Background: an optimization exercise with open tools, aiming at small area, a short achievable clock period and few clock cycles. Do not read the settings as production practice.
In this exercise RTL edits were held to simulation tests only and were not proved equivalent to the original.
Power is estimated from default activity; no workload was simulated.

--- flow/design.v ---
module gfm_voice_pool (
    input  wire        clk,
    input  wire        rst,           
    input  wire        cmd_valid,
    output wire        cmd_ready,
    input  wire [31:0] cmd_word,
    output reg         rsp_valid,
    output reg         rsp_err,       
    output reg         rsp_hit,       
    output reg         rsp_stolen,    
    output reg  [3:0]  rsp_idx,       
    output reg  [14:0] rsp_id,        
    output reg  [15:0] rsp_mask,      
    output reg  [4:0]  rsp_held       
);
    localparam [15:0] TOMB = 16'hFFFF;
    localparam [2:0] OP_NOP   = 3'd0,
                     OP_ON    = 3'd1,
                     OP_OFF   = 3'd2,
                     OP_BEND  = 3'd3,
                     OP_ALL   = 3'd4,
                     OP_RESET = 3'd5;
    localparam [2:0] S_IDLE    = 3'd0,
                     S_STEAL   = 3'd1,
                     S_PUSH    = 3'd2,
                     S_COMPACT = 3'd3,
                     S_SCAN    = 3'd4;
    reg [3:0]  freeq [0:15];
    reg [3:0]  f_head;
    reg [4:0]  f_cnt;
    reg [15:0] actq [0:15];
    reg [3:0]  a_head;
    reg [4:0]  a_len;      
    reg [4:0]  a_live;     
    reg [2:0]  state;
    reg [2:0]  op;
    reg [3:0]  ch;
    reg [6:0]  note;
    reg [3:0]  idx;        
    reg        stolen;
    reg [4:0]  j;          
    reg [4:0]  w;          
    reg [15:0] mask;
    assign cmd_ready = (state == S_IDLE);
    wire [3:0] opc = cmd_word[31:28];
    reg        dec_ok;
    always @(*) begin
        case (opc)
            4'h0: dec_ok = (cmd_word == 32'h0);
            4'h1: dec_ok = (cmd_word[23] == 1'b0) && (cmd_word[15:6] == 10'h0);
            4'h2: dec_ok = (cmd_word[23] == 1'b0) && (cmd_word[15:0] == 16'h0);
            4'h3: dec_ok = (cmd_word[23:0] == 24'h0);
            4'h4: dec_ok = (cmd_word[27:0] == 28'h0);
            4'h5: dec_ok = (cmd_word[27:0] == 28'h0);
            default: dec_ok = 1'b0;
        endcase
    end
    wire [3:0]  scan_pos  = a_head + j[3:0];
    wire [15:0] scan_e    = actq[scan_pos];
    wire        scan_live = (scan_e != TOMB);
    wire        scan_done = (j == a_len);
    wire [3:0]  f_tail    = f_head + f_cnt[3:0];
    wire [3:0]  a_tail    = a_head + a_len[3:0];
    wire [14:0] new_id    = {ch, note, idx};
    integer k;
    always @(posedge clk) begin
        if (rst) begin
            for (k = 0; k < 16; k = k + 1) begin
                freeq[k] <= k[3:0];
                actq[k]  <= TOMB;
            end
            f_head     <= 4'd0;
            f_cnt      <= 5'd16;
            a_head     <= 4'd0;
            a_len      <= 5'd0;
            a_live     <= 5'd0;
            state      <= S_IDLE;
            op         <= OP_NOP;
            ch         <= 4'd0;
            note       <= 7'd0;
            idx        <= 4'd0;
            stolen     <= 1'b0;
            j          <= 5'd0;
            w          <= 5'd0;
            mask       <= 16'h0;
            rsp_valid  <= 1'b0;
            rsp_err    <= 1'b0;
            rsp_hit    <= 1'b0;
            rsp_stolen <= 1'b0;
            rsp_idx    <= 4'd0;
            rsp_id     <= 15'd0;
            rsp_mask   <= 16'h0;
            rsp_held   <= 5'd0;
        end else begin
            rsp_valid <= 1'b0;
            case (state)
                S_IDLE: begin
                    if (cmd_valid) begin
                        op     <= cmd_word[30:28];
                        ch     <= cmd_word[27:24];
                        note   <= cmd_word[22:16];
                        j      <= 5'd0;
                        mask   <= 16'h0;
                        stolen <= 1'b0;
                        if (!dec_ok || opc == 4'h0) begin
                            rsp_valid  <= 1'b1;
                            rsp_err    <= !dec_ok;
                            rsp_hit    <= 1'b0;
                            rsp_stolen <= 1'b0;
                            rsp_idx    <= 4'd0;
                            rsp_id     <= 15'd0;
                            rsp_mask   <= 16'h0;
                            rsp_held   <= a_live;
                        end else if (cmd_word[30:28] == OP_ON) begin
                            if (f_cnt != 5'd0) begin
                                idx    <= freeq[f_head];
                                f_head <= f_head + 4'd1;
                                f_cnt  <= f_cnt - 5'd1;
                                state  <= S_PUSH;
                            end else begin
                                state  <= S_STEAL;
                            end
                        end else begin
                            state <= S_SCAN;
                        end
                    end
                end
                S_STEAL: begin
                    a_head <= a_head + 4'd1;
                    a_len  <= a_len - 5'd1;
                    if (actq[a_head] != TOMB) begin
                        idx    <= actq[a_head][3:0];
                        stolen <= 1'b1;
                        a_live <= a_live - 5'd1;
                        state  <= S_PUSH;
                    end
                end
                S_PUSH: begin
                    if (a_len == 5'd16) begin
                        j     <= 5'd0;
                        w     <= 5'd0;
                        state <= S_COMPACT;
                    end else begin
                        actq[a_tail] <= {1'b0, new_id};
                        a_len        <= a_len + 5'd1;
                        a_live       <= a_live + 5'd1;
                        rsp_valid    <= 1'b1;
                        rsp_err      <= 1'b0;
                        rsp_hit      <= 1'b1;
                        rsp_stolen   <= stolen;
                        rsp_idx      <= idx;
                        rsp_id       <= new_id;
                        rsp_mask     <= 16'h0;
                        rsp_held     <= a_live + 5'd1;
                        state        <= S_IDLE;
                    end
                end
                S_COMPACT: begin
                    if (scan_done) begin
                        a_len <= w;
                        state <= S_PUSH;
                    end else begin
                        if (scan_live) begin
                            actq[a_head + w[3:0]] <= scan_e;
                            w <= w + 5'd1;
                        end
                        j <= j + 5'd1;
                    end
                end
                S_SCAN: begin
                    if (scan_done) begin
                        if (op == OP_ALL || op == OP_RESET) begin
                            a_len  <= 5'd0;
                            a_live <= 5'd0;
                        end
                        rsp_valid  <= 1'b1;
                        rsp_err    <= 1'b0;
                        rsp_hit    <= 1'b0;
                        rsp_stolen <= 1'b0;
                        rsp_idx    <= 4'd0;
                        rsp_id     <= 15'd0;
                        rsp_mask   <= mask;
                        rsp_held   <= (op == OP_ALL || op == OP_RESET) ? 5'd0 : a_live;
                        state      <= S_IDLE;
                    end else begin
                        j <= j + 5'd1;
                        if (scan_live) begin
                            case (op)
                                OP_OFF: begin
                                    if (scan_e[14:11] == ch && scan_e[10:4] == note) begin
                                        actq[scan_pos]   <= TOMB;
                                        a_live           <= a_live - 5'd1;
                                        freeq[f_tail]    <= scan_e[3:0];
                                        f_cnt            <= f_cnt + 5'd1;
                                        rsp_valid        <= 1'b1;
                                        rsp_err          <= 1'b0;
                                        rsp_hit          <= 1'b1;
                                        rsp_stolen       <= 1'b0;
                                        rsp_idx          <= scan_e[3:0];
                                        rsp_id           <= scan_e[14:0];
                                        rsp_mask         <= 16'h1 << scan_e[3:0];
                                        rsp_held         <= a_live - 5'd1;
                                        state            <= S_IDLE;
                                    end
                                end
                                OP_BEND: begin
                                    if (scan_e[14:11] == ch)
                                        mask <= mask | (16'h1 << scan_e[3:0]);
                                end
                                default: begin   
                                    freeq[f_tail] <= scan_e[3:0];
                                    f_cnt         <= f_cnt + 5'd1;
                                    mask          <= mask | (16'h1 << scan_e[3:0]);
                                end
                            endcase
                        end
                    end
                end
                default: state <= S_IDLE;
            endcase
        end
    end
endmodule
--- flow/run.sh ---
#!/bin/bash
# synth_recipe.tcl (not shown) runs the flow's synth.tcl, then flattens the netlist and writes it again
# the make line also repeats each setting of config.mk as NAME=value (left out here)
make -C /OpenROAD-flow-scripts/flow DESIGN_CONFIG=/design/flow/config.mk WORK_HOME=/design/flow/orfs CLKGATE_MAP_FILE= SYNTH_SCRIPT=/design/flow/synth_recipe.tcl finish
--- flow/config.mk ---
export PLATFORM = sky130hd
export DESIGN_NAME = gfm_voice_pool
export DESIGN_NICKNAME = gfm_voice_pool
export VERILOG_FILES = /design/flow/design.v
export SDC_FILE = /design/flow/constraint.sdc
export NUM_CORES = 4
export LEC_CHECK = 0
export CAP_MARGIN = 20
export CORE_MARGIN = 2
export CORE_UTILIZATION = 40
export SLEW_MARGIN = 20
--- flow/constraint.sdc ---
create_clock -name core_clock -period 7.0 [get_ports {clk}]
set_input_delay 1.4000 -clock core_clock [delete_from_list [all_inputs] [get_ports {clk}]]
set_output_delay 1.4000 -clock core_clock [all_outputs]
set_load 0.01 [all_outputs]
==> impl_metrics.py <==
metrics = {
    "run_status": {
        "outcome": "finished clean",
    },
    "clock_network": {
        "cts.repair.resized": 0,
        "cts_tree": "done",
        "cts.sinks": 439,
        "cts_made_buffers": 49,
        "path_clk_slew_ns": 0.06,
        "hold_buffers": 0,
        "cts_htree_levels": 2,
        "insertion_delay_ns": 0.59,
        "post_cts_buffers": 0,
        "clk_path_buf_depth": 3,
        "ctsRootBufferMaster": "clkbuf_16",
    },
    "floorplanning": {
        "die_y_um": 242,
        "die_area_um2": 58600,
        "core_um2": 56200,
        "fp-row-count": 87,
        "pin_count": 80,
        "die_w_um": 242,
        "start_util": 0.404,
    },
    "final_layout": {
        "nets": 2134,
        "diodes": 0,
        "area_growth_pct": 15.2,
        "drive_above_1_share": 0.140,
    },
    "global_route": {
        "grt.total_usage": 0.228,
        "gr-total-overflow": 0,
        "antenna_found_initial": 0,
        "grt_max_degree": 70,
        "grt_pass1_wl_um": 104000,
        "grt_pass1_vias": 16900,
    },
    "power": {
        "total_power_mw": 5.79,
        "powerDensity_nw_per_um2": 222,
        "power.leakage_nw": 7.78,
        "ir_drop_mv": 0.175,
    },
    "yosys": {
        "yosysTopAreaCellShare": 0.424,
        "syn-num-nets": 2088,
        "yosysTopAreaCell": "edfxtp_1",
        "async_flop_share": 0,
        "netlist_area_um2": 22700,
        "synthTopCellsByCount": "edfxtp_1, nand2_1, nand3_1, nor2_1, dfxtp_1",
        "synth_cell_type_count": 75,
        "synth_most_common_cell": "edfxtp_1",
        "synth-seq-area-share": 0.529,
        "synth_seq_cells": 439,
        "synth_warnings": 1,
        "synth_edf_count": 320,
        "avgSynthCellArea_um2": 11.2,
        "synthCells": 2026,
        "synth_ff_type": "edfxtp_1",
        "synth.area.top_cells": "edfxtp_1, dfxtp_1, mux4_2, nand3_1, nand2_1",
    },
    "critical_path": {
        "setup.worst_path.class": "flop to flop",
        "cp.required_ns": 7.30,
        "r2r_start": "j[0]",
        "critical-path-max-stage-delay_ns": 0.87,
        "crit_arrival_ns": 6.88,
        "cp_num_buf_inv": 3,
        "startpoint": "j[0]",
        "critPathMaxFanout": 26,
        "path_cells": "ha_4, fa_2, buf_4, mux4_2, nand2_1, or4_1, o21ai_0, o21ai_0, o311ai_4, buf_4, nor2_1, a21o_1, ha_1, nand3_1, nand2_1, xor2_1, or3b_2, mux2i_4, a311o_1, o31a_1, buf_12",
        "start_kind": "flop",
        "end_kind": "flop",
        "cp_slowest_cell": "fa_2",
        "crit_family": "compound AO/OA/AOI/OAI gates",
    },
    "drt": {
        "routedWlPerCell_um": 23.5,
        "drc": 0,
        "firstDrtPassIters": 5,
        "postRouteAntennaNets": 0,
        "routed_wl_um": 67200,
        "dr.first_iter.drc_count": 1616,
        "vias_per_cell": 5.95,
        "vias": 17000,
    },
    "hold_path": {
        "holdCritPathClass": "flop to flop",
        "min_from": "mask[7]",
    },
    "sta": {
        "rsz0062_at_grt": "no",
        "period_minus_slack_ns": 6.58,
        "setup_viol_count_final": 0,
        "hold_viol_final": 0,
        "clock_skew_ns": 0.0165,
        "tightest_slew_ns": 1.02,
        "max_freq_mhz": 152,
        "slew_viol_final": 0,
        "setup_tns_ns": 0,
        "fin_crit_sh": 0.940,
        "relSlewSlack": 0.319,
        "whs_ns": 0.457,
    },
    "place": {
        "dp_hpwl_um": 47800,
        "numPortBuffers": 79,
        "gp_congestion": 0.898,
    },
    "job": {
        "cap_violations": 0,
    },
}
-- cells by family (layout without fill, tap and decap cells) --
family	after synthesis	after routing	synth area share
AO/OA/AOI/OAI	263	263	0.0806
XOR/XNOR	41	41	0.0167
adder cells (fa/ha/maj)	27	27	0.0166
buffers and inverters	189	272	0.0378
flip-flops	439	439	0.529
multiplexers	182	182	0.135
AND/OR/NAND/NOR	885	885	0.184
-- placed cells by master (no fill, tap or decap), types with 6 or more instances in the layout --
cell,instances
ha_1,21
nand2b_1,12
xor2_1,18
nor3_1,40
a211oi_1,38
a22oi_1,26
buf_12,8
or3_1,7
a21oi_1,72
and3_1,14
a32o_1,6
inv_1,24
bufinv_16,6
nor2_1,169
dfxtp_1,116
nand4b_1,12
buf_4,69
o21ai_0,33
xnor2_1,21
mux4_2,99
nand4_1,34
nor2b_1,16
and2_1,12
edfxtp_1,320
clkbuf_16,52
clkinv_2,9
clkdlybuf4s50_1,78
mux2i_1,73
o31a_1,16
nand2_1,268
nor4_1,28
a311oi_1,7
nand3_1,241
mux2_2,6
a31oi_1,6
a21o_1,9
clkbuf_1,9
-- worst register-to-register path, stage by stage, from the launching register on --
cell and delay (ns):
dfxtp_1 0.39, ha_4 0.20, fa_2 0.87, buf_4 0.32
mux4_2 0.26, nand2_1 0.09, or4_1 0.51, o21ai_0 0.09
o21ai_0 0.33, o311ai_4 0.44, buf_4 0.38, nor2_1 0.08
a21o_1 0.18, ha_1 0.27, nand3_1 0.07, nand2_1 0.07
xor2_1 0.25, or3b_2 0.54, mux2i_4 0.16, a311o_1 0.21
o31a_1 0.37, buf_12 0.19
-- state kept, by name, summed over array words and instances, names as in the netlist, 5 cells and up, named ones only --
name and count:
freeq 64, rsp_mask 16, a_len 5, j 5, note 7, actq 256, rsp_held 5, a_live 5
f_cnt 5, mask 16, rsp_id 12, w 5
-- per-stage QoR --
step                std cells  worst slack [ns]  instance area (um^2)  utilization
floorplan                2026             0.681                 22700            -
global placement         2777             0.506                 24400        0.435
detailed placement       2777             0.477                 24400        0.435
CTS                      2865             0.422                 26100        0.465
global route             2865            0.0549                 26100        0.465
finish                   2865             0.421                 26100        0.465
-- layer usage --
| layer | up-vias | share of wire | GRT usage |
|---|---|---|---|
| li1 | 7729 | - | - |
| met4 | 0 | 0.036 | 0.0850 |
| met3 | 141 | 0.066 | 0.0295 |
| met2 | 719 | 0.48 | 0.381 |
| met1 | 8455 | 0.42 | 0.305 |
| met5 | - | 0 | 0 |
-- worst paths after layout --
| path | end | slack (ns) | cells after the start |
|---|---|---|---|
| max | actq[10][8] | 0.42 | 21 |
| min | mask[7] | 0.46 | 2 |
| max reg2reg | actq[10][8] | 0.42 | 21 |
| min reg2reg | mask[7] | 0.46 | 2 |
-- layout make-up --
cell class                 instances  area (um^2)
fill                            5172        30100
sequential                       439        12000
multi-input combinational       1398         9940
timing repair buffer             156         1470
clock buffer                      65         1380
tap                              756          946
clock inverter                    23          277
inverter                          28          105
-- power breakdown --
group	switching, mW	internal, mW
Clock	1.07	1.61
Combinational	0.187	0.0954
Sequential	0.0162	2.81
Testbench counts, summed over its fixed seeds: cycles 33,040.

## what the ideal ports hide
No port has a modelled driver above. Below, the same layout with a new extraction and two added sets of constraints. Step 1 sets driving cells, clkbuf_16 on the clock port and buf_2 on the other inputs (assumed; they add their load-dependent delay and slew). Step 2 adds t to the input delays and takes it off the output delays; t is the mean of the earliest and latest rising clock arrival at the registers after step 1. Input paths then give back, and output paths get back, about the clock's delay inside the block. Three values: ideal, step 1, step 2; two values: the first two.
shift t [ns]: 0.641
setup slack, ns: 0.421 / 0.421 / 0.421
worst register clock-pin slew, ns: 0.06 / 0.06
pins driven straight from the clock port: 1
After both steps this run still meets setup and hold. The setup slack of this run moves by 0.000 ns with the drivers and by 0.000 ns with both steps.
